From an optimization exercise on the open Yosys and OpenROAD flow, aimed at small area, a short achievable clock period and few clock cycles; shortcuts taken in it are not production practice. Function was checked by simulation only, so behaviour that the tests miss may differ from the original. No activity file was given, so power comes from the tool's default toggle rates.

==> flow/design.v <==
module bc_rx_engine (
    input  wire       clk,
    input  wire       rst,         
    input  wire       in_valid,
    output wire       in_ready,
    input  wire       in_kind,     
    input  wire [2:0] in_op,
    input  wire [7:0] in_data,
    output wire       out_valid,
    output wire [7:0] out_data,
    output wire       out_last,
    input  wire       out_ready
);
    localparam integer CAP = 97;
    localparam integer IW  = 7;             
    localparam integer QD  = 2;             
    localparam integer QW  = 1;             
    localparam [7:0] MARKER = 8'h7A;
    localparam [7:0] ESCAPE = 8'h7B;
    localparam [2:0] OP_QFLAGS  = 3'd0;
    localparam [2:0] OP_POPD    = 3'd1;
    localparam [2:0] OP_POPDT   = 3'd2;
    localparam [2:0] OP_POPF    = 3'd3;
    localparam [2:0] OP_CLRD    = 3'd4;
    localparam [2:0] OP_CLRF    = 3'd5;
    localparam [2:0] OP_CLRC    = 3'd6;
    localparam [2:0] OP_SETMODE = 3'd7;
    localparam [1:0] K_ONE = 2'd0;          
    localparam [1:0] K_DAT = 2'd1;          
    localparam [1:0] K_FMT = 2'd2;          
    localparam [1:0] E_HDR = 2'd0;
    localparam [1:0] E_LEN = 2'd1;
    localparam [1:0] E_STA = 2'd2;
    localparam [1:0] E_PAY = 2'd3;
    function [IW-1:0] ring_inc;
        input [IW-1:0] a;
        begin
            ring_inc = (a == CAP - 1) ? {IW{1'b0}} : a + 1'b1;
        end
    endfunction
    function [IW-1:0] ring_dec;
        input [IW-1:0] a;
        begin
            ring_dec = (a == 0) ? CAP - 1 : a - 1'b1;
        end
    endfunction
    function in_range;
        input [IW-1:0] x;
        input [IW-1:0] p;
        input [IW:0]   r;
        reg   [IW:0]   t;
        reg   [IW:0]   d;
        begin
            t = {1'b0, x} - {1'b0, p};
            d = t[IW] ? t + CAP : t;
            in_range = d < r;
        end
    endfunction
    reg [7:0]    ring [0:CAP-1];
    reg          w_v;
    reg [IW-1:0] w_slot;        
    reg [7:0]    w_data;        
    always @(posedge clk) begin
        if (w_v)
            ring[w_slot] <= w_data;
    end
    reg       a_v, b_v;
    reg       a_kind, b_kind;
    reg [2:0] a_op, b_op;
    reg [7:0] a_d, b_d;
    reg       a_mk;             
    reg       a_esc;            
    reg       a_st;             
    reg       a_out;            
    reg          tx_mode;
    reg          haz;           
    wire         q_full;
    wire a_block = (a_st && !tx_mode && haz) || (a_out && q_full);
    wire go      = a_v && !a_block;
    wire a_free  = !a_v || go;
    assign in_ready = !b_v;
    wire acc = in_valid && !b_v;
    always @(posedge clk) begin
        if (rst) begin
            a_v <= 1'b0;
            b_v <= 1'b0;
        end else if (a_free) begin
            a_v <= b_v || acc;
            b_v <= 1'b0;
        end else if (acc) begin
            b_v <= 1'b1;
        end
    end
    wire       f_kind = b_v ? b_kind : in_kind;
    wire [2:0] f_op   = b_v ? b_op   : in_op;
    wire [7:0] f_d    = b_v ? b_d    : in_data;
    always @(posedge clk) begin
        if (!b_v) begin
            b_kind <= in_kind;
            b_op   <= in_op;
            b_d    <= in_data;
        end
        if (a_free) begin
            a_kind <= f_kind;
            a_op   <= f_op;
            a_d    <= f_d;
            a_mk   <= !f_kind && (f_d == MARKER);
            a_esc  <= !f_kind && (f_d == ESCAPE);
            a_st   <= !f_kind && (f_d != MARKER) && (f_d != ESCAPE);
            a_out  <= f_kind && !f_op[2];
        end
    end
    reg [IW-1:0] wrn;           
    reg [IW-1:0] start;
    reg [IW-1:0] cnt;           
    reg          lr_mk;         
    reg          lr_esc;        
    reg [IW-1:0] prev_start;
    reg [IW-1:0] prev_end;
    reg [IW-1:0] prev_n;        
    reg          prev_valid;
    reg [7:0]    prev_st;       
    reg [1:0]    len_hi;        
    reg          len_hi_ok;     
    reg [IW-1:0] need;          
    reg          need_ok;       
    reg          fmt_rdy, dat_rdy, in_pkt, ovl, cmd_done;
    wire step   = go && !a_kind;
    wire opstep = go && a_kind;
    wire rx     = step && !tx_mode;
    wire store  = rx && a_st;
    wire [IW-1:0] cnt_base  = in_pkt ? cnt : {IW{1'b0}};
    wire [IW-1:0] cnt_inc   = (cnt_base == CAP + 1) ? cnt_base : cnt_base + 1'b1;
    wire [7:0]    st_byte   = lr_esc ? {1'b0, a_d[6:0]} : a_d;
    wire [IW-1:0] wrn_inc   = ring_inc(wrn);
    wire [7:0]    need8     = {1'b0, len_hi, st_byte[7:3]} + (st_byte[2:0] != 3'd0) + 8'd3;
    wire          mk1_accept = !ovl && (cnt >= 3) && !w_data[7] && need_ok && (need == cnt);
    wire          mk2_fmt    = !ovl && (cnt == 7'd33);
    wire [IW:0]   fit_sum    = {1'b0, prev_n} + {1'b0, cnt};
    wire          mk2_reval  = prev_valid && (fit_sum <= CAP - 3) && !prev_st[7];
    wire          busy_q     = tx_mode ? !cmd_done : in_pkt;
    wire [IW-1:0] pay_n      = (a_op == OP_POPDT && {1'b0, a_d} < {1'b0, prev_n}) ? a_d[IW-1:0] : prev_n;
    always @(posedge clk) begin
        if (rst) begin
            wrn        <= 0;
            start      <= 0;
            cnt        <= 0;
            lr_mk      <= 1'b0;
            lr_esc     <= 1'b0;
            prev_start <= 0;
            prev_end   <= 0;
            prev_n     <= 0;
            prev_valid <= 1'b0;
            fmt_rdy    <= 1'b0;
            dat_rdy    <= 1'b0;
            in_pkt     <= 1'b0;
            ovl        <= 1'b0;
            cmd_done   <= 1'b1;
            tx_mode    <= 1'b0;
        end else begin
            if (step) begin
                if (tx_mode) begin
                    if (a_mk)
                        cmd_done <= 1'b1;
                end else if (a_mk) begin
                    if (lr_mk) begin
                        if (mk2_fmt)
                            fmt_rdy <= 1'b1;
                        if (mk2_reval)
                            dat_rdy <= 1'b1;
                    end else if (mk1_accept) begin
                        dat_rdy    <= 1'b1;
                        prev_start <= start;
                        prev_end   <= w_slot;
                        prev_n     <= cnt - 2'd3;
                        prev_valid <= 1'b1;
                    end
                    in_pkt <= 1'b0;
                end else begin
                    if (!in_pkt) begin
                        in_pkt  <= 1'b1;
                        dat_rdy <= 1'b0;
                        fmt_rdy <= 1'b0;
                        ovl     <= 1'b0;
                        start   <= wrn;
                    end
                    if (a_esc) begin
                        cnt <= cnt_base;
                    end else begin
                        wrn <= wrn_inc;
                        cnt <= cnt_inc;
                        if (cnt_inc > CAP)
                            ovl <= 1'b1;
                    end
                end
                lr_mk  <= a_mk;
                lr_esc <= a_esc;
            end
            if (opstep) begin
                case (a_op)
                    OP_POPD, OP_POPDT:
                        if (dat_rdy) begin
                            dat_rdy    <= 1'b0;
                            prev_valid <= 1'b0;
                        end
                    OP_POPF:    fmt_rdy  <= 1'b0;
                    OP_CLRD:    dat_rdy  <= 1'b0;
                    OP_CLRF:    fmt_rdy  <= 1'b0;
                    OP_CLRC:    cmd_done <= 1'b0;
                    OP_SETMODE: begin
                        tx_mode  <= a_d[0];
                        cmd_done <= 1'b1;
                    end
                    default: ;
                endcase
            end
        end
    end
    reg pblk;
    wire mk1_evt = rx && a_mk && !lr_mk && mk1_accept;
    always @(posedge clk)
        pblk <= !mk1_evt && in_range(wrn, prev_start, {1'b0, prev_n} + 2'd2);
    always @(posedge clk) begin
        if (rst)
            w_v <= 1'b0;
        else
            w_v <= store;
        if (store) begin
            w_slot  <= wrn;
            w_data  <= st_byte;
            if (wrn == prev_end)
                prev_st <= st_byte;
            if (cnt_base == 0) begin
                len_hi    <= st_byte[1:0];
                len_hi_ok <= (st_byte[7:2] == 6'd0);
            end
            if (cnt_base == 1) begin
                need    <= need8[IW-1:0];
                need_ok <= len_hi_ok && !need8[7];
            end
        end
        if (mk1_evt)
            prev_st <= w_data;
    end
    reg [1:0]    n_kind;
    reg [7:0]    n_byte;
    reg [IW-1:0] n_ptr;
    reg [IW-1:0] n_cnt;         
    reg          n_blk;
    always @(*) begin
        n_kind = K_ONE;
        n_byte = 8'h00;
        n_ptr  = prev_start;
        n_cnt  = pay_n;
        n_blk  = 1'b0;
        case (a_op)
            OP_QFLAGS:
                n_byte = {1'b0, busy_q, tx_mode, cmd_done, ovl, in_pkt, dat_rdy, fmt_rdy};
            OP_POPD, OP_POPDT:
                if (dat_rdy) begin
                    n_kind = K_DAT;
                    n_byte = prev_st;
                    n_blk  = pblk;
                end
            OP_POPF:
                if (fmt_rdy) begin
                    n_kind = K_FMT;
                    n_ptr  = start;
                    n_cnt  = 7'd33;
                end
            default: ;
        endcase
    end
    reg [1:0]    q_kind [0:QD-1];
    reg [7:0]    q_byte [0:QD-1];
    reg [IW-1:0] q_ptr  [0:QD-1];
    reg [IW-1:0] q_cnt  [0:QD-1];
    reg [QD-1:0] q_blk;
    reg [QD-1:0] q_val;
    reg [QW-1:0] q_wp, q_rp;
    reg          e_v;
    reg [1:0]    e_kind;
    reg [7:0]    e_byte;
    reg [IW-1:0] e_ptr;         
    reg [IW-1:0] e_cnt;         
    reg [1:0]    e_ph;
    reg          e_lc;          
    reg          e_blk;
    assign q_full = q_val[q_wp];
    reg       o_v, s_v;
    reg [7:0] o_d, s_d;
    reg       o_l, s_l;
    assign out_valid = o_v;
    assign out_data  = o_d;
    assign out_last  = o_l;
    wire pop  = o_v && out_ready;
    wire emit = e_v && !s_v;
    wire [7:0] rd_byte = ring[e_ptr];
    reg  [7:0] e_data;
    reg        e_last;
    reg        e_read;
    always @(*) begin
        e_read = 1'b0;
        case (e_ph)
            E_HDR: begin
                e_data = (e_kind == K_ONE) ? e_byte : 8'h01;
                e_last = (e_kind == K_ONE);
            end
            E_STA: begin
                e_data = e_byte;
                e_last = (e_cnt == 0);
            end
            E_LEN: begin
                e_data = rd_byte;
                e_last = 1'b0;
                e_read = 1'b1;
            end
            default: begin
                e_data = rd_byte;
                e_last = (e_cnt == 1);
                e_read = 1'b1;
            end
        endcase
    end
    wire e_rng = e_v && (e_kind != K_ONE) && ((e_ph == E_HDR) || (e_ph == E_LEN) || (e_cnt != 0));
    always @(posedge clk) begin
        if (rst) begin
            o_v <= 1'b0;
            s_v <= 1'b0;
        end else if (emit) begin
            if (!o_v || pop)
                o_v <= 1'b1;
            else
                s_v <= 1'b1;
        end else if (pop) begin
            o_v <= s_v;
            s_v <= 1'b0;
        end
    end
    always @(posedge clk) begin
        if (emit) begin
            if (!o_v || pop) begin
                o_d <= e_data;
                o_l <= e_last;
            end else begin
                s_d <= e_data;
                s_l <= e_last;
            end
        end else if (pop) begin
            o_d <= s_d;
            o_l <= s_l;
        end
    end
    wire push   = opstep && a_out;
    wire e_done = emit && e_last;
    wire e_load = !e_v || e_done;
    wire q_take = e_load && q_val[q_rp];
    reg [QD-1:0] q_blk_nx;
    integer qi;
    always @(*) begin
        for (qi = 0; qi < QD; qi = qi + 1)
            q_blk_nx[qi] = q_blk[qi] ||
                           (store && (q_kind[qi] != K_ONE) && (wrn_inc == q_ptr[qi]));
    end
    wire e_rd      = emit && e_read;
    wire e_blk_nx  = e_blk ? !(e_rd && (wrn == e_ptr))
                           : (store && !e_rd && e_rng && (wrn_inc == e_ptr));
    always @(posedge clk) begin
        if (rst) begin
            q_val <= {QD{1'b0}};
            q_wp  <= 0;
            q_rp  <= 0;
        end else begin
            if (push) begin
                q_val[q_wp] <= 1'b1;
                q_wp        <= (q_wp == QD - 1) ? 0 : q_wp + 1'b1;
            end
            if (q_take) begin
                q_val[q_rp] <= 1'b0;
                q_rp        <= (q_rp == QD - 1) ? 0 : q_rp + 1'b1;
            end
        end
    end
    always @(posedge clk) begin
        for (qi = 0; qi < QD; qi = qi + 1) begin
            if (push && q_wp == qi) begin
                q_kind[qi] <= n_kind;
                q_byte[qi] <= n_byte;
                q_ptr[qi]  <= n_ptr;
                q_cnt[qi]  <= n_cnt;
                q_blk[qi]  <= n_blk;
            end else begin
                q_blk[qi]  <= q_blk_nx[qi] && q_val[qi];
            end
        end
    end
    always @(posedge clk) begin
        if (rst) begin
            e_v   <= 1'b0;
            e_blk <= 1'b0;
        end else if (e_load) begin
            e_v   <= q_val[q_rp];
            e_blk <= q_val[q_rp] && q_blk_nx[q_rp];
        end else begin
            e_blk <= e_blk_nx;
        end
    end
    always @(posedge clk) begin
        if (rst)
            haz <= 1'b0;
        else
            haz <= |(q_blk_nx & q_val & ~({QD{q_take}} & (1 << q_rp))) ||
                   (push && n_blk) ||
                   (e_load ? (q_val[q_rp] && q_blk_nx[q_rp]) : e_blk_nx);
    end
    always @(posedge clk) begin
        if (e_load) begin
            e_kind <= q_kind[q_rp];
            e_byte <= q_byte[q_rp];
            e_ptr  <= q_ptr[q_rp];
            e_cnt  <= q_cnt[q_rp];
            e_ph   <= E_HDR;
            e_lc   <= 1'b0;
        end else if (emit) begin
            case (e_ph)
                E_HDR: e_ph <= (e_kind == K_DAT) ? E_LEN : E_PAY;
                E_LEN: begin
                    e_ptr <= ring_inc(e_ptr);
                    e_lc  <= 1'b1;
                    if (e_lc)
                        e_ph <= E_STA;
                end
                E_STA: e_ph <= E_PAY;
                E_PAY: begin
                    e_ptr <= ring_inc(e_ptr);
                    e_cnt <= e_cnt - 1'b1;
                end
            endcase
        end
    end
endmodule
==> flow/run.sh <==
#!/bin/bash
# synth_recipe.tcl (not shown) runs the flow's synth.tcl, then flattens the netlist and writes it again
# the make line also repeats each setting of config.mk as NAME=value (left out here)
make -C /OpenROAD-flow-scripts/flow DESIGN_CONFIG=/design/flow/config.mk WORK_HOME=/design/flow/orfs CLKGATE_MAP_FILE= SYNTH_SCRIPT=/design/flow/synth_recipe.tcl finish
==> flow/config.mk <==
export PLATFORM = sky130hd
export DESIGN_NAME = bc_rx_engine
export DESIGN_NICKNAME = bc_rx_engine
export VERILOG_FILES = /design/flow/design.v
export SDC_FILE = /design/flow/constraint.sdc
export NUM_CORES = 4
export LEC_CHECK = 0
export CAP_MARGIN = 20
export CORE_MARGIN = 2
export CORE_UTILIZATION = 70
export SLEW_MARGIN = 20
==> flow/constraint.sdc <==
create_clock -name core_clock -period 12.0 [get_ports {clk}]
set_input_delay 2.4000 -clock core_clock [delete_from_list [all_inputs] [get_ports {clk}]]
set_output_delay 2.4000 -clock core_clock [all_outputs]
set_load 0.01 [all_outputs]
==> reports/results.txt, run 1 <==
global-route wire length before repair: 147000 µm
RSZ-0062 raised after global routing: false
Avg Cell Area, Syn: 16.9 µm²
WP data required: 12400 ps
die area: 61400 µm²
Synth area leaders: edfxtp_1 66%, mux4_2 12%, dfxtp_1 4.2%, nand2_1 1.5%, nor2_1 1.5%
top cell type by total area after synthesis: edfxtp_1
FMAX: 0.220 GHz
cells along the critical path: buf_4 -> buf_4 -> mux4_2 -> mux4_2 -> mux2_2 -> nand2_1 -> o211ai_1 -> a32o_1 -> mux2_2
Setup WS pre-CTS: 7480 ps
vias per cell: 6.91
critical path launch point type: flip-flop
status: complete, no violations
largest net degree at the start of global routing: 99
post-synthesis sequential area ratio: 0.703
Rel. slew slack: 0.194
synthesized cell area: 41600 µm²
FFs w/ async S/R, synth: 0
CTS tree: done
antenna-violating nets left: 0
CTS resizes: 0
Site Rows: 89
Final Slew Violations: 0
Die H: 248 µm
synthesized flop and latch total: 1004
All-Layer GR Usage: 0.333
vias in the first global route: 22600
root buffer selected by CTS: clkbuf_16
Pwr Density: 152 nW/µm²
GRT overflow: 0
Post-layout nets: 2567
Clk pin slew, worst setup/hold paths: 60 ps
leakage power: 0.0147 µW
cts bufs inserted: 97
worst slew pin tran: 1210 ps
Hold Fails Final Rpt: 0
drt pass-1 iters: 6
hold path depth: 2
critical path's largest stage delay: 900 ps
highest-delay cell along the critical path: dfxtp_4
Synth Net Count: 2526
Starting Density: 0.707
CTS max path bufs: 3
share of cells above drive strength 1: 0.176
DR vias: 23200
core footprint: 58900 µm²
CP Class: flip-flop to flip-flop
Mapped Cells: 2460
synth unique cells: 68
critical path arrival: 4940 ps
dpl hpwl: 60400 µm
Clock Latency Late Sink: 660 ps
DRT iter0 DRCs: 3034
total of max-cap violations: 0
Area growth syn-to-layout: 9.93%
n_diodes: 0
Worst Slack Setup Final: 7460 ps
Post-CTS Hold Fix Bufs: 0
crit share post-route: 0.378
reg2reg path depth: 9
fin cells: 3354
CP Max Fanout: 59
post-CTS setup buffer count: 0
Worst VDD drop: 0.150 mV
Layout fillers: 3104
# DRC: 0
Setup Viol. Count Final: 0
crit path capture type: flip-flop
Port Buf Inserts: 26
htree depth: 3
Clock Skew: 22.5 ps
Tot Pwr: 6960 µW
Inst Count DP: 3174
minimum clock period: 4540 ps
hold crit path type: flip-flop to flip-flop
DR WL/cell: 29.6 µm
hold_ws: 458 ps
I/O Pins: 27
Total Wirelength: 99400 µm
number of synthesized flops with an enable pin: 916
routability congestion estimate: 0.901
Most used DFF post-synth: edfxtp_1
initial antenna violation count: 2
Sink Count: 1004
post-synth top area share: 0.661
Die Width: 248 µm
TNS Setup: 0 ps
Ys Warns: 5
[registers in the layout (all words and copies together) (netlist names), 8 cells and up, named ones only]
register	count
ring	776
q_byte	16
q_cnt	14
q_ptr	14
a_d	8
b_d	8
e_byte	8
o_d	8
prev_st	8
s_d	8
w_data	8
[layer usage]
metal / share of wire / vias up / routed length [µm] / global-route usage
met5: 0.00012 / - / 12 / 0
met4: 0.035 / 2 / 3490 / 0.111
met3: 0.10 / 224 / 10200 / 0.0762
met2: 0.48 / 1289 / 47200 / 0.516
met1: 0.39 / 11900 / 38500 / 0.477
li1: - / 9810 / - / -
[critical path, delay by kind of cell (launching register included)]
family,cells,cell delay (ps)
mux,4,1450
buf+inv,2,1310
flops,1,900
compound gates,2,390
simple gates,1,100
[cells in the mapped netlist, drive strengths merged (17+ instances only)]
cell type / count
a21oi: 84
a22oi: 30
buf: 45
clkbuf: 80
dfxtp: 88
edfxtp: 916
ha: 48
inv: 61
mux2: 43
mux2i: 50
mux4: 214
nand2: 164
nand2b: 17
nand3: 53
nand4: 21
nor2: 163
nor2b: 26
nor3: 34
o21ai: 69
xnor2: 44
xor2: 26
[path summary, 6_finish.rpt]
kind,slack (ps),to,start
setup / recovery,7460,o_d[4]$_DFFE_PP_,flip-flop
hold / removal,460,prev_start[2]$_SDFFE_PP0P_,prev_start[2]$_SDFFE_PP0P_
setup reg to reg,7460,o_d[4]$_DFFE_PP_,flip-flop
hold reg to reg,460,prev_start[2]$_SDFFE_PP0P_,prev_start[2]$_SDFFE_PP0P_
[power breakdown]
group          switching, µW  internal (µW)  leakage, µW
Combinational           90.5           62.0      0.00416
Sequential              18.5           3790      0.00903
Clock                   1290           1710      0.00152
Total                   1400           5560       0.0147
[cells by family after synthesis]
family	Yosys count	synth area share
AO/OA/AOI/OAI	304	0.0481
buffers and inverters	186	0.0193
multiplexers	307	0.139
flip-flops	1004	0.703
adder cells (fa/ha/maj)	50	0.0154
XOR/XNOR	70	0.0147
AND/OR/NAND/NOR	539	0.0599
[per-stage QoR]
step	instance area (µm²)	util
after floorplan	41600	-
after global routing	45800	0.777
final	45800	0.777
after detailed placement	42600	0.723
after CTS	45700	0.776
after global placement	42600	0.723
[cell type report]
type                       instances  area (µm²)  share of cell area
multi-input combinational       1270       11600               0.253
timing repair buffer              67         592              0.0129
sequential                      1004       29300               0.640
clock inverter                    54         490              0.0107
inverter                          61         229             0.00500
clock buffer                     125        2620              0.0571
tap                              773         967              0.0211
[layout by cell type (no fill, tap or decap), types with 8 or more instances in the layout]
master,n
a22o_1,8
edfxtp_1,916
nor3_1,33
bufinv_16,8
a211oi_1,15
o21ai_1,8
mux4_2,214
or3_1,10
clkbuf_1,22
a22oi_1,30
nand2b_1,17
xor2_1,26
mux2i_1,50
o211ai_1,8
nor2_1,159
clkinv_1,26
a221oi_1,9
nor2b_1,26
dfxtp_1,84
ha_1,48
inv_1,59
buf_4,38
mux2_2,43
clkinv_2,14
a21oi_1,84
nand2_1,164
o21ai_0,61
clkbuf_16,99
nand3_1,53
nand4_1,21
and3_1,13
xnor2_1,44
a21o_1,11
clkdlybuf4s50_1,25
Testbench counts, summed over its fixed seeds: cycles 12,035.
==> inputs of run 2 (changes only) <==
--- a/flow/config.mk
+++ b/flow/config.mk
@@ -7,5 +7,5 @@
 export LEC_CHECK = 0
 export CAP_MARGIN = 20
 export CORE_MARGIN = 2
-export CORE_UTILIZATION = 70
+export CORE_UTILIZATION = 40
 export SLEW_MARGIN = 20
==> run 2 against run 1 <==
Against the previous run:
- still clean on timing, DRC and antenna
- clock-buffer cell count grew 3
- area after synthesis is the same
- final cell count grew 18%
==> reports/results.txt, run 2 <==
Die H: 327 µm
adder-cell share of the synthesized area: 0.0154
core footprint: 103000 µm²
synth unique cells: 68
CP dominant cell by count: buf_4
hold crit path type: flip-flop to flip-flop
I/O Pins: 27
critical path arrival: 4780 ps
CTS resizes: 0
Synth area leaders: edfxtp_1 66%, mux4_2 12%, dfxtp_1 4.2%, nand2_1 1.5%, nor2_1 1.5%
Synth Net Count: 2526
DRT iter0 DRCs: 2360
hold endpoint: prev_start[1]$_SDFFE_PP0P_
Post-layout nets: 2571
TNS Setup: 0 ps
worst slew pin tran: 1150 ps
top cell type by total area after synthesis: edfxtp_1
antenna-violating nets left: 0
GRT overflow: 0
CTS tree: done
Clk pin slew, worst setup/hold paths: 60 ps
Rel. slew slack: 0.233
vias in the first global route: 22400
Simple-Gate Fraction of Synth Area: 0.0599
synthesized cell area: 41600 µm²
number of gates on the worst path with buffers counted: 9
post-CTS setup buffer count: 0
Cell Area, Placed: 43400 µm²
min-delay src: prev_start[1]$_SDFFE_PP0P_
CP Max Fanout: 59
n_diodes: 0
total of max-cap violations: 0
htree depth: 3
top flop regs: ring (776), q_byte (16)
Sink Count: 1004
Worst VDD drop: 0.103 mV
post-synth top area share: 0.661
DR vias: 22500
Die Width: 327 µm
critical path's largest stage delay: 880 ps
routability congestion estimate: 0.863
crit share post-route: 0.362
highest-delay cell along the critical path: buf_4
initial antenna violation count: 0
Compound-Gate Fraction of Synth Area: 0.0481
crit path capture type: flip-flop
CTS max path bufs: 3
Site Rows: 118
synthesized flop and latch total: 1004
global-route wire length before repair: 150000 µm
Avg Cell Area, Syn: 16.9 µm²
main combinational cell family by area after synthesis: multiplexers
Final Util: 0.453
All-Layer GR Usage: 0.188
most frequent cells in the layout: 916 x edfxtp_1, 214 x mux4_2, 164 x nand2_1
number of synthesized flops with an enable pin: 916
R2R setup slack: 7660 ps
Top reg by flops: ring
leakage power: 0.0148 µW
share of cells above drive strength 1: 0.178
Clock Skew: 39.4 ps
mux contribution to synthesized area: 0.139
Post-CTS Hold Fix Bufs: 0
Pwr Density: 153 nW/µm²
dpl hpwl: 63000 µm
Inst Count DP: 3777
FMAX: 0.230 GHz
cells along the critical path: buf_4 -> buf_4 -> mux4_2 -> a22oi_1 -> nand2_1 -> o21ai_0 -> o211ai_1 -> a32o_1 -> mux2_2
Port Buf Inserts: 26
Ys Warns: 5
FFs w/ async S/R, synth: 0
Final Slew Violations: 0
Hold Fails Final Rpt: 0
DR WL/cell: 25.2 µm
Mapped Cells: 2460
reg2reg path depth: 9
Starting Density: 0.403
fin cells: 3974
Finished Cell Area: 46800 µm²
minimum clock period: 4340 ps
Post-Synth XOR/XNOR Area: 0.0147
CP Class: flip-flop to flip-flop
drt pass-1 iters: 6
RSZ-0062 raised after global routing: false
post-synthesis sequential area ratio: 0.703
Setup Viol. Count Final: 0
CP top delay family: buffers and inverters
root buffer selected by CTS: clkbuf_16
WP data required: 12440 ps
vias per cell: 5.66
die area: 107000 µm²
Area growth syn-to-layout: 12.5%
status: complete, no violations
WP buf/inv: 2
cts bufs inserted: 103
reg-to-reg endpoint: o_d[4]$_DFFE_PP_
most frequent cells after synthesis: 916 x edfxtp_1, 214 x mux4_2, 164 x nand2_1
Most used DFF post-synth: edfxtp_1
largest net degree at the start of global routing: 99
most frequent cell after synthesis: edfxtp_1
# DRC: 0
Total Wirelength: 100000 µm
commonest non-fill, non-tap cell in the layout: edfxtp_1
critical path launch point type: flip-flop
Clock Latency Late Sink: 700 ps
hold path depth: 2
max FFs per register: 776
[run 2: layer usage]
metal / global-route usage / vias to the layer above / wire length [µm]
li1: - / 9849 / -
met1: 0.265 / 11700 / 43200
met2: 0.302 / 767 / 48400
met3: 0.0285 / 138 / 6300
met4: 0.0561 / 0 / 2430
met5: 0 / - / 0
[run 2: cell families (layout without fill, tap and decap cells)]
logic type	Yosys count	in the layout
AO/OA/AOI/OAI	304	304
XOR/XNOR	70	70
adder cells (fa/ha/maj)	50	50
buffers and inverters	186	320
flip-flops	1004	1004
multiplexers	307	307
AND/OR/NAND/NOR	539	539
[run 2: layout make-up]
| class | instances | area (µm²) |
|---|---|---|
| Sequential cell | 1004 | 29300 |
| Clock buffer | 128 | 2690 |
| Multi-Input combinational cell | 1270 | 11600 |
| Timing Repair Buffer | 65 | 621 |
| Clock inverter | 66 | 693 |
| Inverter | 61 | 229 |
| Fill cell | 8947 | 56500 |
| Tap cell | 1380 | 1730 |
[run 2: power by group]
group	internal, µW	switching, µW	total [µW]
Clock	1840	1350	3190
Combinational	62.7	90.9	154
Sequential	3790	19.8	3810
Total	5690	1460	7150
[run 2: how the worst max path moves through the flow]
stage,start,to,slack [ps]
final,flip-flop,o_d[4]$_DFFE_PP_,7660
after global routing,flip-flop,o_d[4]$_DFFE_PP_,7410
after CTS,b_v$_SDFFE_PP0P_,in_ready,7620
after detailed placement,flip-flop,o_d[2]$_DFFE_PP_,7610
after global placement,flip-flop,o_d[4]$_DFFE_PP_,7590
after floorplan,in_data[2],a_esc$_DFFE_PP_,8500
[run 2: worst register-to-register path, stage by stage (launching register included)]
cell      delay, ps
dfxtp_4         570
buf_4           690
buf_4           940
mux4_2          450
a22oi_1         230
nand2_1          70
o21ai_0         490
o211ai_1        160
a32o_1          250
mux2_2          260
[run 2: metrics by stage]
stage	hold slack, ps	worst slack, ps	total power [µW]
3_5_place_dp	445	7610	4040
3_3_place_gp	438	7590	4030
2_1_floorplan	432	8500	3980
5_1_grt	475	7410	7350
4_1_cts	454	7620	7210
6_report	453	7660	7150
==> inputs of run 3 (changes only) <==
--- a/flow/design.v
+++ b/flow/design.v
@@ -287,14 +287,14 @@
     reg          e_lc;          
     reg          e_blk;
     assign q_full = q_val[q_wp];
-    reg       o_v, s_v;
-    reg [7:0] o_d, s_d;
-    reg       o_l, s_l;
+    reg       o_v;
+    reg [7:0] o_d;
+    reg       o_l;
     assign out_valid = o_v;
     assign out_data  = o_d;
     assign out_last  = o_l;
     wire pop  = o_v && out_ready;
-    wire emit = e_v && !s_v;
+    wire emit = e_v && (!o_v || out_ready);
     wire [7:0] rd_byte = ring[e_ptr];
     reg  [7:0] e_data;
     reg        e_last;
@@ -324,31 +324,17 @@
     end
     wire e_rng = e_v && (e_kind != K_ONE) && ((e_ph == E_HDR) || (e_ph == E_LEN) || (e_cnt != 0));
     always @(posedge clk) begin
-        if (rst) begin
+        if (rst)
+            o_v <= 1'b0;
+        else if (emit)
+            o_v <= 1'b1;
+        else if (pop)
             o_v <= 1'b0;
-            s_v <= 1'b0;
-        end else if (emit) begin
-            if (!o_v || pop)
-                o_v <= 1'b1;
-            else
-                s_v <= 1'b1;
-        end else if (pop) begin
-            o_v <= s_v;
-            s_v <= 1'b0;
-        end
     end
     always @(posedge clk) begin
         if (emit) begin
-            if (!o_v || pop) begin
-                o_d <= e_data;
-                o_l <= e_last;
-            end else begin
-                s_d <= e_data;
-                s_l <= e_last;
-            end
-        end else if (pop) begin
-            o_d <= s_d;
-            o_l <= s_l;
+            o_d <= e_data;
+            o_l <= e_last;
         end
     end
     wire push   = opstep && a_out;
--- a/flow/config.mk
+++ b/flow/config.mk
@@ -8,4 +8,5 @@
 export CAP_MARGIN = 20
 export CORE_MARGIN = 2
 export CORE_UTILIZATION = 40
+export CTS_BUF_LIST = sky130_fd_sc_hd__clkbuf_8
 export SLEW_MARGIN = 20
==> run 3 against run 2 <==
Against the previous run:
- still clean
- power decreased by 6.0%
- die area shrank 0.84%
- final cell count up 0.23%
- area after synthesis shrank 0.85%
- clock skew up 14 ps
- routed wire length shrank 1.4%
- synthesized cell count decreased by 2.6%
- critical endpoint is now o_d[5]$_DFFE_PP_
==> reports/results.txt, run 3 <==
Synth area leaders: edfxtp_1 66%, mux4_2 13%, dfxtp_1 4.2%, nor2_1 1.7%, ha_1 1.5%
Ys Warns: 5
crit share post-route: 0.371
Mapped Cells: 2397
post-CTS setup buffer count: 0
die area: 106000 µm²
Most used DFF post-synth: edfxtp_1
met1 GRT Util: 0.254
dpl hpwl: 60500 µm
DRT iter0 DRCs: 2264
Most Crowded Layer GR: met2
Die H: 325 µm
core footprint: 102000 µm²
most frequent cell after synthesis: edfxtp_1
RSZ-0062 raised after global routing: false
share of cells above drive strength 1: 0.209
Total Wirelength: 99000 µm
Site Rows: 117
Clock Latency Late Sink: 840 ps
Hold Fails Final Rpt: 0
hold crit path type: flip-flop to flip-flop
Synth Net Count: 2463
WP data required: 12540 ps
status: complete, no violations
DR vias: 22200
critical path arrival: 5000 ps
synthesized flop and latch total: 994
cts bufs inserted: 160
leakage power: 0.0149 µW
post-synthesis sequential area ratio: 0.702
antenna-violating nets left: 0
CTS max path bufs: 3
Tot Pwr: 6720 µW
htree depth: 4
Area growth syn-to-layout: 11.8%
DR WL/cell: 24.8 µm
largest net degree at the start of global routing: 107
global-route wire length before repair: 149000 µm
Die Width: 325 µm
Starting Density: 0.405
drt pass-1 iters: 5
Top reg by flops: ring
total of max-cap violations: 0
Setup Viol. Count Final: 0
max FFs per register: 776
worst slew pin tran: 1130 ps
FFs w/ async S/R, synth: 0
CTS resizes: 0
Avg Cell Area, Syn: 17.2 µm²
critical path launch point type: flip-flop
commonest non-fill, non-tap cell in the layout: edfxtp_1
number of synthesized flops with an enable pin: 907
Rel. slew slack: 0.244
top flop regs: ring (776), q_byte (16)
vias per cell: 5.58
All-Layer GR Usage: 0.188
Layout fillers: 8768
# DRC: 0
root buffer selected by CTS: clkbuf_8
top cell type by total area after synthesis: edfxtp_1
register area: 29000 µm²
CP Max Fanout: 58
met2 GRT Util: 0.303
Post-CTS Hold Fix Bufs: 0
Pwr Density: 146 nW/µm²
GRT overflow: 0
met3 Resource Use GR: 0.0365
Post-layout nets: 2560
most frequent cells after synthesis: 907 x edfxtp_1, 240 x mux4_2, 188 x nor2_1
Clk pin slew, worst setup/hold paths: 60 ps
Worst VDD drop: 0.0985 mV
routability congestion estimate: 0.845
vias in the first global route: 23100
Port Buf Inserts: 26
post-synth top area share: 0.660
I/O Pins: 27
CTS tree: done
crit path capture type: flip-flop
TNS Setup: 0 ps
FMAX: 0.224 GHz
minimum clock period: 4460 ps
multi-input logic area: 11600 µm²
synth unique cells: 75
initial antenna violation count: 1
synthesized cell area: 41300 µm²
Final Slew Violations: 0
Clock Skew: 53.6 ps
CP Class: flip-flop to flip-flop
Sink Count: 994
most frequent cells in the layout: 907 x edfxtp_1, 240 x mux4_2, 185 x nor2_1
## run 3: cell families (layout without fill, tap and decap cells)
logic type | after synthesis | count (layout) | synth area share
buf+inv | 188 | 405 | 0.0183
xor+xnor | 70 | 70 | 0.0149
mux | 326 | 326 | 0.153
flops | 994 | 994 | 0.702
other cells | 0 | 1 | 0
compound gates | 234 | 234 | 0.0355
simple gates | 534 | 534 | 0.0605
fa+ha+maj | 51 | 51 | 0.0158
## run 3: path summary, 6_finish.rpt
| check | endpoint | start | depth (start not counted) | slack (ps) |
|---|---|---|---|---|
| setup / recovery | o_d[5]$_DFFE_PP_ | flip-flop | 8 | 7540 |
| hold reg to reg | prev_start[2]$_SDFFE_PP0P_ | prev_start[2]$_SDFFE_PP0P_ | 2 | 460 |
| hold / removal | prev_start[2]$_SDFFE_PP0P_ | prev_start[2]$_SDFFE_PP0P_ | 2 | 460 |
| setup reg to reg | o_d[5]$_DFFE_PP_ | flip-flop | 8 | 7540 |
## run 3: cell type report
type,count,area share
clock inverters,112,0.0143
flip-flops and latches,994,0.628
repair buffers,66,0.0143
clock buffers,170,0.0507
multi-input cells,1215,0.251
well taps,1368,0.0371
diodes,1,0.0000542
inverters,57,0.00464
## run 3: critical path, stage by stage, from the launching register on
cell     delay (ps)
dfxtp_4         720
buf_4           730
buf_4           860
mux4_2          440
mux4_2          510
mux2i_1         280
o21ai_0         250
nand2_1         140
nand3_1          90
## run 3: per-layer routing
layer | up-vias | wire length (µm)
met1 | 11500 | 41100
li1 | 9676 | -
met5 | - | 0
met2 | 823 | 48100
met4 | 0 | 2890
met3 | 187 | 6830
## run 3: power by group
part	switching (µW)	leakage [µW]	internal, µW	total, µW
sequential	20.4	0.00894	3750	3770
clock	1340	0.00170	1440	2770
combinational	96.7	0.00425	74.3	171
## run 3: per-stage QoR
stage | std cells | area, µm² | hold slack (ps) | worst slack (ps) | util
finish | 3983 | 46100 | 456 | 7540 | 0.452
global route | 3983 | 46100 | 488 | 7340 | 0.452
CTS | 3978 | 46000 | 457 | 7440 | 0.451
global placement | 3694 | 43000 | 440 | 7500 | 0.421
detailed placement | 3696 | 43000 | 449 | 7440 | 0.422
floorplan | 2397 | 41300 | 431 | 8160 | -
Testbench counts of run 3, summed over its fixed seeds: cycles 12,035.
==> inputs of run 4 (changes only) <==
--- a/flow/config.mk
+++ b/flow/config.mk
@@ -8,5 +8,4 @@
 export CAP_MARGIN = 20
 export CORE_MARGIN = 2
 export CORE_UTILIZATION = 40
-export CTS_BUF_LIST = sky130_fd_sc_hd__clkbuf_8
 export SLEW_MARGIN = 20
==> run 4 against run 3 <==
Against the previous run:
- via count is 1.1% lower
- largest power group unchanged
- critical endpoint is now o_d[4]$_DFFE_PP_
- register-to-register slack worse by 30 ps
- global-route usage down 0.23 points
- final cell count down 2.3%
- sequential share of layout area shrank 0.49 points
- area after synthesis is the same
- worst setup slack lost 31 ps
- largest cell class unchanged
==> reports/results.txt, run 4 <==
status: complete, no violations
synthesized flop and latch total: 994
critical path launch point type: flip-flop
largest net degree at the start of global routing: 107
Setup Viol. Count Final: 0
GRT overflow: 0
cells along the critical path: buf_4 -> buf_4 -> mux4_2 -> mux4_2 -> mux2i_1 -> o21ai_0 -> nand2_1 -> nand3_1
worst slew pin tran: 1140 ps
vias per cell: 5.65
Die H: 325 µm
die area: 106000 µm²
Clock Skew: 37.2 ps
routability congestion estimate: 0.845
Die Width: 325 µm
Total Wirelength: 98200 µm
Hold Fails Final Rpt: 0
share of cells above drive strength 1: 0.195
Layout fillers: 8697
Sink Count: 994
most frequent cell after synthesis: edfxtp_1
Finished Cell Area: 46500 µm²
adder-cell share of the synthesized area: 0.0158
FMAX: 0.223 GHz
Worst Slack Setup Final: 7510 ps
CP Max Fanout: 58
Post-CTS Hold Fix Bufs: 0
DR vias: 22000
WP data required: 12410 ps
root buffer selected by CTS: clkbuf_16
Compound-Gate Fraction of Synth Area: 0.0355
Setup WS pre-CTS: 7440 ps
Synth area leaders: edfxtp_1 66%, mux4_2 13%, dfxtp_1 4.2%, nor2_1 1.7%, ha_1 1.5%
critical path endpoint: o_d[4]$_DFFE_PP_
synth unique cells: 75
Clk pin slew, worst setup/hold paths: 60 ps
hold_ws: 452 ps
n_diodes: 0
Cell Area, Placed: 43000 µm²
reg-to-reg endpoint: o_d[4]$_DFFE_PP_
Top reg by flops: ring
hold crit path type: flip-flop to flip-flop
# DRC: 0
Worst VDD drop: 0.130 mV
Most used DFF post-synth: edfxtp_1
htree depth: 3
critical path's largest stage delay: 840 ps
Post-Synth XOR/XNOR Area: 0.0149
WP buf/inv: 2
top flop regs: ring (776), q_byte (16)
most frequent cells after synthesis: 907 x edfxtp_1, 240 x mux4_2, 188 x nor2_1
dpl hpwl: 60500 µm
Ys Warns: 5
crit share post-route: 0.374
Synth Net Count: 2463
Post-layout nets: 2503
vias in the first global route: 22600
CTS resizes: 0
post-synthesis sequential area ratio: 0.702
I/O Pins: 27
most frequent cells in the layout: 907 x edfxtp_1, 240 x mux4_2, 186 x nor2_1
initial antenna violation count: 0
commonest non-fill, non-tap cell in the layout: edfxtp_1
Clock Latency Late Sink: 690 ps
Simple-Gate Fraction of Synth Area: 0.0605
reg2reg path depth: 8
TNS Setup: 0 ps
number of synthesized flops with an enable pin: 907
antenna-violating nets left: 0
Rel. slew slack: 0.239
Pwr Density: 153 nW/µm²
drt pass-1 iters: 6
DRT iter0 DRCs: 2385
total of max-cap violations: 0
critical path arrival: 4900 ps
DR WL/cell: 25.2 µm
FFs w/ async S/R, synth: 0
global-route wire length before repair: 148000 µm
mux contribution to synthesized area: 0.153
multi-input logic area: 11600 µm²
CP top delay family: buffers and inverters
synthesized cell area: 41300 µm²
leakage power: 0.0148 µW
Avg Cell Area, Syn: 17.2 µm²
min-delay src: prev_start[2]$_SDFFE_PP0P_
Mapped Cells: 2397
core footprint: 102000 µm²
post-synth top area share: 0.660
CTS max path bufs: 3
main combinational cell family by area after synthesis: multiplexers
CP Class: flip-flop to flip-flop
Site Rows: 117
RSZ-0062 raised after global routing: false
Final Slew Violations: 0
All-Layer GR Usage: 0.186
Area growth syn-to-layout: 12.7%
top cell type by total area after synthesis: edfxtp_1
CTS tree: done
Starting Density: 0.405
post-CTS setup buffer count: 0
minimum clock period: 4490 ps
cts bufs inserted: 103
Port Buf Inserts: 26
register area: 29000 µm²
max FFs per register: 776
crit path capture type: flip-flop
highest-delay cell along the critical path: buf_4
R2R setup slack: 7510 ps
number of gates on the worst path with buffers counted: 8
==> run 4: cell count changes in the layout (fill, tap and decap cells not counted), moves of 2 or more <==
| cell | previous run | this run |
|---|---|---|
| bufinv_16 | 6 | 9 |
| clkinv_4 | 0 | 3 |
| clkbuf_8 | 170 | 3 |
| inv_6 | 5 | 3 |
| clkbuf_16 | 0 | 107 |
| inv_1 | 101 | 54 |
| clkinv_1 | 33 | 22 |
| clkinv_2 | 14 | 17 |
| clkbuf_1 | 0 | 20 |
| clkinvlp_4 | 5 | 2 |
==> run 4: through the flow <==
stage               power [µW]   util  cells
finish                    7120  0.456   3890
CTS                       7190  0.455   3886
detailed placement        4020  0.422   3696
global placement          4010  0.421   3694
global route              7330  0.456   3890
floorplan                 3960      -   2397
==> run 4: kinds of logic (layout without fill, tap and decap cells) <==
logic type      count (synthesis)  count (layout)
compound gates                234             234
xor+xnor                       70              70
fa+ha+maj                      51              51
buf+inv                       188             313
flops                         994             994
mux                           326             326
simple gates                  534             534
==> run 4: layer usage <==
metal,routed length (µm),vias up,GRT usage
li1,-,9556,-
met1,41700,11500,0.257
met2,48200,764,0.304
met3,5900,151,0.0289
met4,2480,0,0.0530
met5,0,-,0
==> run 4: how the worst min path moves through the flow <==
stage / to / cells past startpoint
2_1_floorplan: w_slot[3]$_DFFE_PP_ / 0
3_3_place_gp: prev_start[1]$_SDFFE_PP0P_ / 2
3_5_place_dp: prev_start[2]$_SDFFE_PP0P_ / 2
4_1_cts: prev_start[2]$_SDFFE_PP0P_ / 2
5_1_grt: prev_start[1]$_SDFFE_PP0P_ / 2
6_report: prev_start[2]$_SDFFE_PP0P_ / 2
==> run 4: worst register-to-register path: stages, from the launching register on <==
cell	delay, ps
dfxtp_4	710
buf_4	770
buf_4	930
mux4_2	550
mux4_2	490
mux2i_1	340
o21ai_0	220
nand2_1	120
nand3_1	90
==> run 4: power breakdown <==
group / switching (µW) / internal (µW) / leakage [µW]
Combinational: 96.7 / 74.2 / 0.00425
Sequential: 20.3 / 3750 / 0.00894
Clock: 1330 / 1840 / 0.00165
==> run 4: layout make-up <==
type	count	share of cell area
inverters	57	0.00460
flip-flops and latches	994	0.623
repair buffers	66	0.0140
clock inverters	60	0.0124
multi-input cells	1215	0.249
well taps	1368	0.0368
clock buffers	130	0.0601
==> inputs of run 5 (changes only) <==
==> flow/flow/run.sh (new file) <==
#!/bin/bash
set -euo pipefail
bash standard.sh \
  "BUFFER_PORTS_ARGS=-buffer_cell sky130_fd_sc_hd__buf_2" \
  "SETUP_SLACK_MARGIN=${FLOW_SETUP_MARGIN:-8.0}" \
  finish > standard_finish.log 2>&1
==> flow/standard.sh (new file) <==
#!/bin/bash
# synth_recipe.tcl (not shown) runs the flow's synth.tcl, then flattens the netlist and writes it again
# the make line also repeats each setting of config.mk as NAME=value (left out here)
make -C /OpenROAD-flow-scripts/flow DESIGN_CONFIG=/design/flow/config.mk WORK_HOME=/design/flow/orfs CLKGATE_MAP_FILE= SYNTH_SCRIPT=/design/flow/synth_recipe.tcl "${@:-finish}"
removed: flow/run.sh
==> run 5 against run 4 <==
Against the previous run:
- die area did not move
- global-route usage rose by 0.32 points
- routed wire length rose by 2.5%
- register-to-register slack improved by 550 ps
- largest cell class unchanged
- largest power group unchanged
- highest routed layer unchanged
==> reports/results.txt, run 5 <==
GRT overflow: 0
Clk pin slew, worst setup/hold paths: 60 ps
top flop regs: ring (776), q_byte (16)
Port Buf Inserts: 26
critical path launch point type: flip-flop
Top reg by flops: ring
core footprint: 102000 µm²
# DRC: 0
synthesized cell area: 41300 µm²
Final Slew Violations: 0
Sink Count: 994
Synth Net Count: 2463
dpl hpwl: 62700 µm
All-Layer GR Usage: 0.189
synthesized flop and latch total: 994
Clock Skew: 34.2 ps
CP Class: flip-flop to flip-flop
commonest non-fill, non-tap cell in the layout: edfxtp_1
Area growth syn-to-layout: 12.2%
FMAX: 0.254 GHz
TNS Setup: 0 ps
Avg Cell Area, Syn: 17.2 µm²
crit share post-route: 0.328
Hold Fails Final Rpt: 0
minimum clock period: 3940 ps
root buffer selected by CTS: clkbuf_16
Synth area leaders: edfxtp_1 66%, mux4_2 13%, dfxtp_1 4.2%, nor2_1 1.7%, ha_1 1.5%
CTS max path bufs: 3
total of max-cap violations: 0
Die H: 325 µm
Cell Area, Placed: 42900 µm²
vias in the first global route: 22300
largest net degree at the start of global routing: 99
critical path endpoint: o_d[7]$_DFFE_PP_
synth unique cells: 75
Pwr Density: 153 nW/µm²
max FFs per register: 776
reg-to-reg endpoint: o_d[7]$_DFFE_PP_
antenna-violating nets left: 0
post-synth top area share: 0.660
DRT iter0 DRCs: 2462
WP data required: 12400 ps
min-delay src: prev_start[2]$_SDFFE_PP0P_
CP Max Fanout: 68
hold_ws: 448 ps
CTS tree: done
RSZ-0062 raised after global routing: true
Die Width: 325 µm
cts bufs inserted: 101
Clock Latency Late Sink: 670 ps
Finished Cell Area: 46300 µm²
vias per cell: 5.67
share of cells above drive strength 1: 0.203
routability congestion estimate: 0.832
worst slew pin tran: 1160 ps
FFs w/ async S/R, synth: 0
most frequent cells in the layout: 907 x edfxtp_1, 240 x mux4_2, 186 x nor2_1
Site Rows: 117
Post-layout nets: 2499
I/O Pins: 27
die area: 106000 µm²
htree depth: 3
Mapped Cells: 2397
Layout fillers: 8678
leakage power: 0.0148 µW
DR vias: 22000
Worst VDD drop: 0.106 mV
Starting Density: 0.405
post-synthesis sequential area ratio: 0.702
initial antenna violation count: 1
Ys Warns: 5
hold crit path type: flip-flop to flip-flop
Setup Viol. Count Final: 0
Post-CTS Hold Fix Bufs: 0
R2R setup slack: 8060 ps
critical path arrival: 4340 ps
Rel. slew slack: 0.223
crit path capture type: flip-flop
drt pass-1 iters: 6
status: complete, no violations
Total Wirelength: 101000 µm
Most used DFF post-synth: edfxtp_1
reg2reg path depth: 9
most frequent cells after synthesis: 907 x edfxtp_1, 240 x mux4_2, 188 x nor2_1
global-route wire length before repair: 150000 µm
most frequent cell after synthesis: edfxtp_1
number of synthesized flops with an enable pin: 907
DR WL/cell: 25.9 µm
top cell type by total area after synthesis: edfxtp_1
[run 5: cell types whose count changed in the layout (fill, tap and decap cells not counted), moves of 3 or more]
| cell | delta |
|---|---|
| clkdlybuf4s50_1 | -25 |
| clkinv_2 | -3 |
| buf_6 | +5 |
| buf_4 | -7 |
| clkbuf_1 | -6 |
| buf_2 | +25 |
| clkbuf_16 | -4 |
| clkinv_1 | +11 |
[run 5: layout make-up]
| type | count | area, µm² | share of cell area |
|---|---|---|---|
| antenna | 1 | 2.50 | 0.0000540 |
| timing repair buffer | 64 | 512 | 0.0110 |
| sequential | 994 | 29000 | 0.626 |
| inverter | 57 | 214 | 0.00462 |
| tap | 1368 | 1710 | 0.0369 |
| multi-input combinational | 1215 | 11600 | 0.250 |
| clock inverter | 67 | 627 | 0.0135 |
| clock buffer | 122 | 2700 | 0.0583 |
[run 5: cell families (layout without fill, tap and decap cells)]
| group | count (synthesis) | after routing | synth area share |
|---|---|---|---|
| adders and majority gates | 51 | 51 | 0.0158 |
| and+or+nand+nor | 534 | 534 | 0.0605 |
| AOI/OAI and AO/OA | 234 | 234 | 0.0355 |
| buffers and inverters | 188 | 310 | 0.0183 |
| xor gates and xnor gates | 70 | 70 | 0.0149 |
| other | 0 | 1 | 0 |
| muxes | 326 | 326 | 0.153 |
| DFF | 994 | 994 | 0.702 |
[run 5: layer usage]
layer / vias up / GRT usage / part of all wire / wire, µm
li1: 9564 / - / - / -
met1: 11500 / 0.266 / 0.43 / 43200
met2: 822 / 0.306 / 0.49 / 49000
met3: 150 / 0.0318 / 0.064 / 6480
met4: 0 / 0.0490 / 0.021 / 2100
met5: - / 0 / 0 / 0
[run 5: through the flow]
| stage | setup WS [ps] | power, µW | instances | utilization |
|---|---|---|---|---|
| 2_1_floorplan | 8160 | 3960 | 2397 | - |
| 3_3_place_gp | 7030 | 4010 | 3693 | 0.420 |
| 3_5_place_dp | 7020 | 4020 | 3694 | 0.420 |
| 4_1_cts | 7940 | 7130 | 3884 | 0.453 |
| 5_1_grt | 7970 | 7290 | 3887 | 0.454 |
| 6_report | 8060 | 7090 | 3888 | 0.454 |
[run 5: how the worst min path moves through the flow]
stage                                 end  cells past startpoint
4_1_cts        prev_start[1]$_SDFFE_PP0P_                      2
3_5_place_dp   prev_start[3]$_SDFFE_PP0P_                      2
6_report       prev_start[2]$_SDFFE_PP0P_                      2
2_1_floorplan         w_slot[3]$_DFFE_PP_                      0
3_3_place_gp   prev_start[1]$_SDFFE_PP0P_                      2
5_1_grt        prev_start[1]$_SDFFE_PP0P_                      2
[run 5: what timing repair did]
action / in CTS / in global routing
pin swaps: 0 / 0
buffers inserted: 1 / 0
resized for setup: 9 / 2
endpoints found under the setup margin: 9 / 6
[run 5: report_power, final]
group / internal [µW] / switching (µW)
logic: 71.8 / 99.1
clock network: 1830 / 1310
registers: 3750 / 19.0
[run 5: critical path, stage by stage, from the launching register on]
cell,delay [ps]
dfxtp_4,540
buf_8,500
buf_12,430
buf_6,460
mux4_2,380
mux4_2,540
mux2i_1,350
nand2_1,100
o211ai_1,160
nand3_1,110
==> inputs of run 6 (changes only) <==
--- a/flow/design.v
+++ b/flow/design.v
@@ -218,8 +218,10 @@
     end
     reg pblk;
     wire mk1_evt = rx && a_mk && !lr_mk && mk1_accept;
+    wire p_lo = (wrn >= prev_start);
+    wire p_hi = (wrn < prev_end);
     always @(posedge clk)
-        pblk <= !mk1_evt && in_range(wrn, prev_start, {1'b0, prev_n} + 2'd2);
+        pblk <= !mk1_evt && ((prev_start < prev_end) ? (p_lo && p_hi) : (p_lo || p_hi));
     always @(posedge clk) begin
         if (rst)
             w_v <= 1'b0;
@@ -296,30 +298,16 @@
     wire pop  = o_v && out_ready;
     wire emit = e_v && (!o_v || out_ready);
     wire [7:0] rd_byte = ring[e_ptr];
-    reg  [7:0] e_data;
+    wire       e_read = e_ph[0];
+    wire [7:0] e_alt  = (!e_ph[1] && e_kind != K_ONE) ? 8'h01 : e_byte;
+    wire [7:0] e_data = e_read ? rd_byte : e_alt;
     reg        e_last;
-    reg        e_read;
     always @(*) begin
-        e_read = 1'b0;
         case (e_ph)
-            E_HDR: begin
-                e_data = (e_kind == K_ONE) ? e_byte : 8'h01;
-                e_last = (e_kind == K_ONE);
-            end
-            E_STA: begin
-                e_data = e_byte;
-                e_last = (e_cnt == 0);
-            end
-            E_LEN: begin
-                e_data = rd_byte;
-                e_last = 1'b0;
-                e_read = 1'b1;
-            end
-            default: begin
-                e_data = rd_byte;
-                e_last = (e_cnt == 1);
-                e_read = 1'b1;
-            end
+            E_HDR:   e_last = (e_kind == K_ONE);
+            E_STA:   e_last = (e_cnt == 0);
+            E_LEN:   e_last = 1'b0;
+            default: e_last = (e_cnt == 1);
         endcase
     end
     wire e_rng = e_v && (e_kind != K_ONE) && ((e_ph == E_HDR) || (e_ph == E_LEN) || (e_cnt != 0));
--- a/flow/config.mk
+++ b/flow/config.mk
@@ -7,5 +7,6 @@
 export LEC_CHECK = 0
 export CAP_MARGIN = 20
 export CORE_MARGIN = 2
-export CORE_UTILIZATION = 40
+export CORE_UTILIZATION = 60
+export CTS_BUF_LIST = sky130_fd_sc_hd__clkbuf_8
 export SLEW_MARGIN = 20
==> run 6 against run 5 <==
Against the previous run:
- combinational power fell by 11%
- die area down 34%
- non-clock buffer count is 7 higher
- global-route usage rose by 9.3 points
- critical path depth fell by 8
- routed wire length shrank 3.9%
- synthesized cell count fell by 3.0%
- clock power shrank 15%
- final cell count down 12%
- sequential power hardly changed
- maximum frequency rose by 0.48%
- area after synthesis fell by 0.85%
- critical endpoint is now out_data[1]
- largest power group unchanged
==> reports/results.txt, run 6 <==
Total Wirelength: 96800 µm
dpl hpwl: 59400 µm
synth unique cells: 70
Clk pin slew, worst setup/hold paths: 60 ps
most frequent cell after synthesis: edfxtp_1
initial antenna violation count: 2
Top reg by flops: ring
Clock Skew: 34.1 ps
Die H: 265 µm
Clock Latency Late Sink: 780 ps
largest net degree at the start of global routing: 99
Synth Net Count: 2394
status: complete, no violations
critical path arrival: 1520 ps
share of cells above drive strength 1: 0.227
Port Buf Inserts: 26
root buffer selected by CTS: clkbuf_8
Synth area leaders: edfxtp_1 67%, mux4_2 14%, dfxtp_1 4.3%, nor2_1 1.8%, ha_1 1.6%
cts bufs inserted: 156
RSZ-0062 raised after global routing: false
Hold Fails Final Rpt: 0
DR vias: 21800
Starting Density: 0.607
Setup Viol. Count Final: 0
Setup WS pre-CTS: 7380 ps
global-route wire length before repair: 143000 µm
core footprint: 67400 µm²
Ys Warns: 5
CTS tree: done
most frequent cells after synthesis: 907 x edfxtp_1, 248 x mux4_2, 193 x nor2_1
GRT overflow: 0
Mapped Cells: 2325
worst slew pin tran: 1160 ps
Most used DFF post-synth: edfxtp_1
vias in the first global route: 22000
hold crit path type: flip-flop to flip-flop
Avg Cell Area, Syn: 17.6 µm²
Layout fillers: 4477
Inst Count DP: 3139
crit share post-route: 0.326
WP buf/inv: 1
synthesized cell area: 40900 µm²
highest-delay cell along the critical path: edfxtp_1
max FFs per register: 776
routability congestion estimate: 0.949
antenna-violating nets left: 0
DRT iter0 DRCs: 2531
FFs w/ async S/R, synth: 0
Pwr Density: 147 nW/µm²
Post-layout nets: 2494
top cell type by total area after synthesis: edfxtp_1
leakage power: 0.0147 µW
post-synth top area share: 0.666
cells along the critical path: buf_2
top flop regs: ring (776), q_byte (16)
CP top delay family: flip-flops
htree depth: 4
Die Width: 265 µm
I/O Pins: 27
synthesized flop and latch total: 994
critical path's largest stage delay: 530 ps
WP data required: 9600 ps
commonest non-fill, non-tap cell in the layout: edfxtp_1
most frequent cells in the layout: 907 x edfxtp_1, 248 x mux4_2, 188 x nor2_1
TNS Setup: 0 ps
Worst Slack Setup Final: 8080 ps
drt pass-1 iters: 6
CP Max Fanout: 1
die area: 70300 µm²
Final Slew Violations: 0
Sink Count: 994
hold endpoint: prev_end[3]$_SDFFE_PP0P_
Worst VDD drop: 0.114 mV
DR WL/cell: 28.3 µm
Area growth syn-to-layout: 10.1%
FMAX: 0.255 GHz
fin cells: 3419
CP Class: flip-flop to output pin
reg-to-reg endpoint: o_d[7]$_DFFE_PP_
total of max-cap violations: 0
post-CTS setup buffer count: 0
Site Rows: 95
number of synthesized flops with an enable pin: 907
minimum clock period: 3920 ps
critical path launch point type: flip-flop
# DRC: 0
min-delay src: prev_end[3]$_SDFFE_PP0P_
reg2reg path depth: 7
All-Layer GR Usage: 0.282
CTS max path bufs: 3
vias per cell: 6.38
hold path depth: 2
crit path capture type: output pin
R2R setup slack: 8180 ps
post-synthesis sequential area ratio: 0.708
Rel. slew slack: 0.226
-- run 6: cell count changes after synthesis, moves of 7 or more --
| cell | before | now |
|---|---|---|
| mux4_2 | 240 | 248 |
| mux2_2 | 38 | 28 |
| a22oi_1 | 0 | 8 |
| xnor2_1 | 39 | 28 |
| o21ai_0 | 52 | 40 |
| o21ai_1 | 4 | 13 |
| o211ai_1 | 12 | 5 |
| nand3_1 | 48 | 30 |
| xor2_1 | 31 | 21 |
| nand2_1 | 140 | 113 |
-- run 6: metal layers --
layer,vias up,wire length (µm),track usage
met5,-,0,0
met4,0,2940,0.0968
met3,200,6850,0.0563
met2,914,45900,0.440
met1,11300,41100,0.405
li1,9447,-,-
-- run 6: cell type report --
type | instances | area, µm² | area share
well taps | 873 | 1090 | 0.0242
clock inverters | 112 | 659 | 0.0146
multi-input cells | 1144 | 11300 | 0.250
clock buffers | 165 | 2270 | 0.0504
diodes | 2 | 5.00 | 0.000111
inverters | 58 | 218 | 0.00483
repair buffers | 71 | 543 | 0.0121
flip-flops and latches | 994 | 29000 | 0.644
-- run 6: metrics by stage --
stage | instance area [µm²] | hold WS (ps) | total power, µW | util
floorplan | 40900 | 432 | 3940 | -
global placement | 42000 | 443 | 3990 | 0.624
detailed placement | 42000 | 450 | 4000 | 0.624
CTS | 45000 | 459 | 6660 | 0.668
global route | 45000 | 476 | 6820 | 0.668
finish | 45000 | 462 | 6610 | 0.668
-- run 6: what timing repair did --
action / 4_1_cts / 5_1_grt
hold buffers: 0 / 0
endpoints found under the setup margin: 9 / 10
resized for setup: 7 / 9
cloned: 1 / 0
-- run 6: kinds of logic (layout without fill, tap and decap cells) --
| logic type | count (synthesis) | in the layout | synth area share |
|---|---|---|---|
| flip-flops | 994 | 994 | 0.708 |
| AO/OA/AOI/OAI | 231 | 231 | 0.0358 |
| buffers and inverters | 187 | 406 | 0.0181 |
| other | 0 | 2 | 0 |
| adder cells (fa/ha/maj) | 54 | 54 | 0.0166 |
| AND/OR/NAND/NOR | 490 | 490 | 0.0558 |
| XOR/XNOR | 49 | 49 | 0.0105 |
| multiplexers | 320 | 320 | 0.155 |
-- run 6: power by group --
part           switching, µW  internal, µW
registers               22.0          3750
logic                   86.0          66.4
clock network           1320          1370
-- run 6: worst max-delay path by stage --
| stage | startpoint | endpoint | slack (ps) | cells after the start |
|---|---|---|---|---|
| finish | o_d[1]$_DFFE_PP_ | out_data[1] | 8080 | 1 |
| floorplan | out_ready | e_cnt[0]$_DFFE_PP_ | 8030 | 5 |
| detailed placement | flip-flop | o_d[7]$_DFFE_PP_ | 7380 | 7 |
| global route | flip-flop | o_d[7]$_DFFE_PP_ | 8040 | 7 |
| CTS | flip-flop | o_d[5]$_DFFE_PP_ | 8010 | 7 |
| global placement | flip-flop | o_d[7]$_DFFE_PP_ | 7410 | 7 |
Testbench counts of run 6, summed over its fixed seeds: cycles 12,035.
==> inputs of run 7 (changes only) <==
--- a/flow/config.mk
+++ b/flow/config.mk
@@ -8,5 +8,4 @@
 export CAP_MARGIN = 20
 export CORE_MARGIN = 2
 export CORE_UTILIZATION = 60
-export CTS_BUF_LIST = sky130_fd_sc_hd__clkbuf_8
 export SLEW_MARGIN = 20
==> run 7 against run 6 <==
Against the previous run:
- still clean
- core utilization rose by 0.25 points
- clock power grew 11%
- power up 4.4%
- cell area increased by 0.38%
- synthesized cell count unchanged
- sequential power is essentially flat
==> reports/results.txt, run 7 <==
Tot Pwr: 6900 µW
Pwr Density: 153 nW/µm²
most frequent cells in the layout: 907 x edfxtp_1, 248 x mux4_2, 188 x nor2_1
vias per cell: 6.53
dpl hpwl: 59400 µm
status: complete, no violations
antenna-violating nets left: 0
post-synthesis sequential area ratio: 0.708
# DRC: 0
number of synthesized flops with an enable pin: 907
WP buf/inv: 1
CP Class: input pin to flip-flop
GRT overflow: 0
core footprint: 67400 µm²
post-synth top area share: 0.666
DRT iter0 DRCs: 2471
most frequent cells after synthesis: 907 x edfxtp_1, 248 x mux4_2, 193 x nor2_1
TNS Setup: 0 ps
Starting Density: 0.607
top cell type by total area after synthesis: edfxtp_1
Port Buf Inserts: 26
root buffer selected by CTS: clkbuf_16
CP top delay family: compound AO/OA/AOI/OAI gates
cts bufs inserted: 97
DR vias: 21700
Sink Count: 994
leakage power: 0.0145 µW
Top reg by flops: ring
vias in the first global route: 21500
Worst VDD drop: 0.133 mV
I/O Pins: 27
routability congestion estimate: 0.949
crit path capture type: flip-flop
FFs w/ async S/R, synth: 0
CP Max Fanout: 13
Most used DFF post-synth: edfxtp_1
total of max-cap violations: 0
htree depth: 3
top flop regs: ring (776), q_byte (16)
post-CTS setup buffer count: 0
CTS max path bufs: 3
initial antenna violation count: 1
Total Wirelength: 96000 µm
FMAX: 0.260 GHz
hold crit path type: flip-flop to flip-flop
Ys Warns: 5
CTS tree: done
share of cells above drive strength 1: 0.210
Avg Cell Area, Syn: 17.6 µm²
Area growth syn-to-layout: 10.5%
cells along the critical path: buf_2 -> nor2b_1 -> nor2b_4 -> a221oi_1 -> and4_1 -> o2111ai_1 -> a211oi_1 -> a311o_2 -> o21bai_1
All-Layer GR Usage: 0.279
Die Width: 265 µm
Clock Latency Late Sink: 660 ps
max FFs per register: 776
Hold Fails Final Rpt: 0
drt pass-1 iters: 6
die area: 70300 µm²
synthesized flop and latch total: 994
global-route wire length before repair: 142000 µm
RSZ-0062 raised after global routing: false
Die H: 265 µm
Clock Skew: 31.9 ps
highest-delay cell along the critical path: nor2b_1
minimum clock period: 3840 ps
DR WL/cell: 28.9 µm
Synth Net Count: 2394
commonest non-fill, non-tap cell in the layout: edfxtp_1
Final Util: 0.671
synthesized cell area: 40900 µm²
Post-layout nets: 2435
Mapped Cells: 2325
critical path's largest stage delay: 430 ps
crit share post-route: 0.320
worst slew pin tran: 1160 ps
largest net degree at the start of global routing: 99
Clk pin slew, worst setup/hold paths: 60 ps
synth unique cells: 70
WP data required: 12550 ps
critical path launch point type: input pin
Rel. slew slack: 0.221
Site Rows: 95
Synth area leaders: edfxtp_1 67%, mux4_2 14%, dfxtp_1 4.3%, nor2_1 1.8%, ha_1 1.6%
Setup Viol. Count Final: 0
critical path arrival: 4400 ps
most frequent cell after synthesis: edfxtp_1
Final Slew Violations: 0
-- run 7: cell counts after synthesis --
No cell type changed its count.
-- run 7: worst register-to-register path, stage by stage, from the launching register on --
cell     delay [ps]
dfxtp_4         550
buf_6           570
buf_8           590
mux4_2          400
mux4_2          560
mux4_2          580
a22oi_1         200
o21ai_1         110
-- run 7: path summary, 6_finish.rpt --
kind,from,endpoint,slack [ps],cells past startpoint
setup / recovery,out_ready,haz$_SDFF_PP0_,8160,9
hold / removal,prev_end[3]$_SDFFE_PP0P_,prev_end[3]$_SDFFE_PP0P_,460,2
setup reg to reg,flip-flop,o_d[7]$_DFFE_PP_,8180,7
hold reg to reg,prev_end[3]$_SDFFE_PP0P_,prev_end[3]$_SDFFE_PP0P_,460,2
-- run 7: cell type report --
cell class / count / area (µm²)
Sequential cell: 994 / 29000
Antenna cell: 1 / 2.50
Fill cell: 4415 / 22200
Multi-Input combinational cell: 1144 / 11300
Timing Repair Buffer: 71 / 539
Clock inverter: 58 / 571
Inverter: 58 / 218
Tap cell: 873 / 1090
Clock buffer: 120 / 2530
-- run 7: kinds of logic (layout without fill, tap and decap cells) --
group | after synthesis | in the layout | share of synthesized area
mux | 320 | 320 | 0.155
fa+ha+maj | 54 | 54 | 0.0166
compound gates | 231 | 231 | 0.0358
other cells | 0 | 1 | 0
buf+inv | 187 | 307 | 0.0181
simple gates | 490 | 490 | 0.0558
xor+xnor | 49 | 49 | 0.0105
flops | 994 | 994 | 0.708
-- run 7: per-layer routing --
layer	GRT usage	vias to the layer above	routed length [µm]
met4	0.0851	0	2910
met5	0	-	0
met3	0.0489	187	6400
met2	0.438	865	45800
met1	0.407	11300	41000
li1	-	9330	-
-- run 7: stage by stage --
step                setup slack [ps]  cell area, µm²  instances  hold slack, ps
global route                    8010           45200       3318             475
global placement                7410           42000       3139             443
detailed placement              7380           42000       3139             450
CTS                             8010           45200       3318             459
floorplan                       8030           40900       2325             432
finish                          8160           45200       3319             460
-- run 7: power by group --
| part | internal (µW) | switching, µW |
|---|---|---|
| clock | 1700 | 1280 |
| combinational | 66.3 | 85.8 |
| sequential | 3750 | 22.0 |
-- run 7: timing repair --
| action | in CTS | in global routing |
|---|---|---|
| endpoints found under the setup margin | 8 | 10 |
| hold buffers | 0 | 0 |
| cloned | 1 | 0 |
| gates resized for setup | 6 | 8 |

-- separate check: timing with driven ports --
Ports are ideal in the flow. The routed layouts listed here were re-timed in OpenROAD. Step 1: set_driving_cell puts a clkbuf_16 on clk and a buf_2 on each other input, an assumption about the parent block. Step 2 also shifts input and output timing later by t, the mid clock arrival at the registers, as if the neighbouring blocks saw the same clock. Slacks: ideal / step 1 / step 2; pairs: ideal / step 1.
run	t, ns	setup WS [ns]	clock arrival spread, ns	worst data-port slew with drivers (ns)	pins driven straight from the clock port
run 1	0.709	7.463 / 7.463 / 7.463	0.032 / 0.032	0.04	1
run 2	0.742	7.659 / 7.597 / 7.659	0.042 / 0.041	0.04	1
run 3	0.877	7.544 / 7.490 / 7.372	0.053 / 0.054	0.08	1
run 4	0.733	7.513 / 7.513 / 7.407	0.038 / 0.038	0.08	1
run 5	0.720	8.065 / 8.065 / 7.681	0.035 / 0.035	0.10	1
run 6	0.841	8.083 / 8.017 / 7.482	0.048 / 0.047	0.05	1
run 7	0.710	8.158 / 8.160 / 7.491	0.034 / 0.034	0.04	1
After both steps every run listed still meets setup and hold. For run 7, which loses most, drivers alone change the setup slack by +0.002 ns; drivers and shift together by -0.667 ns.
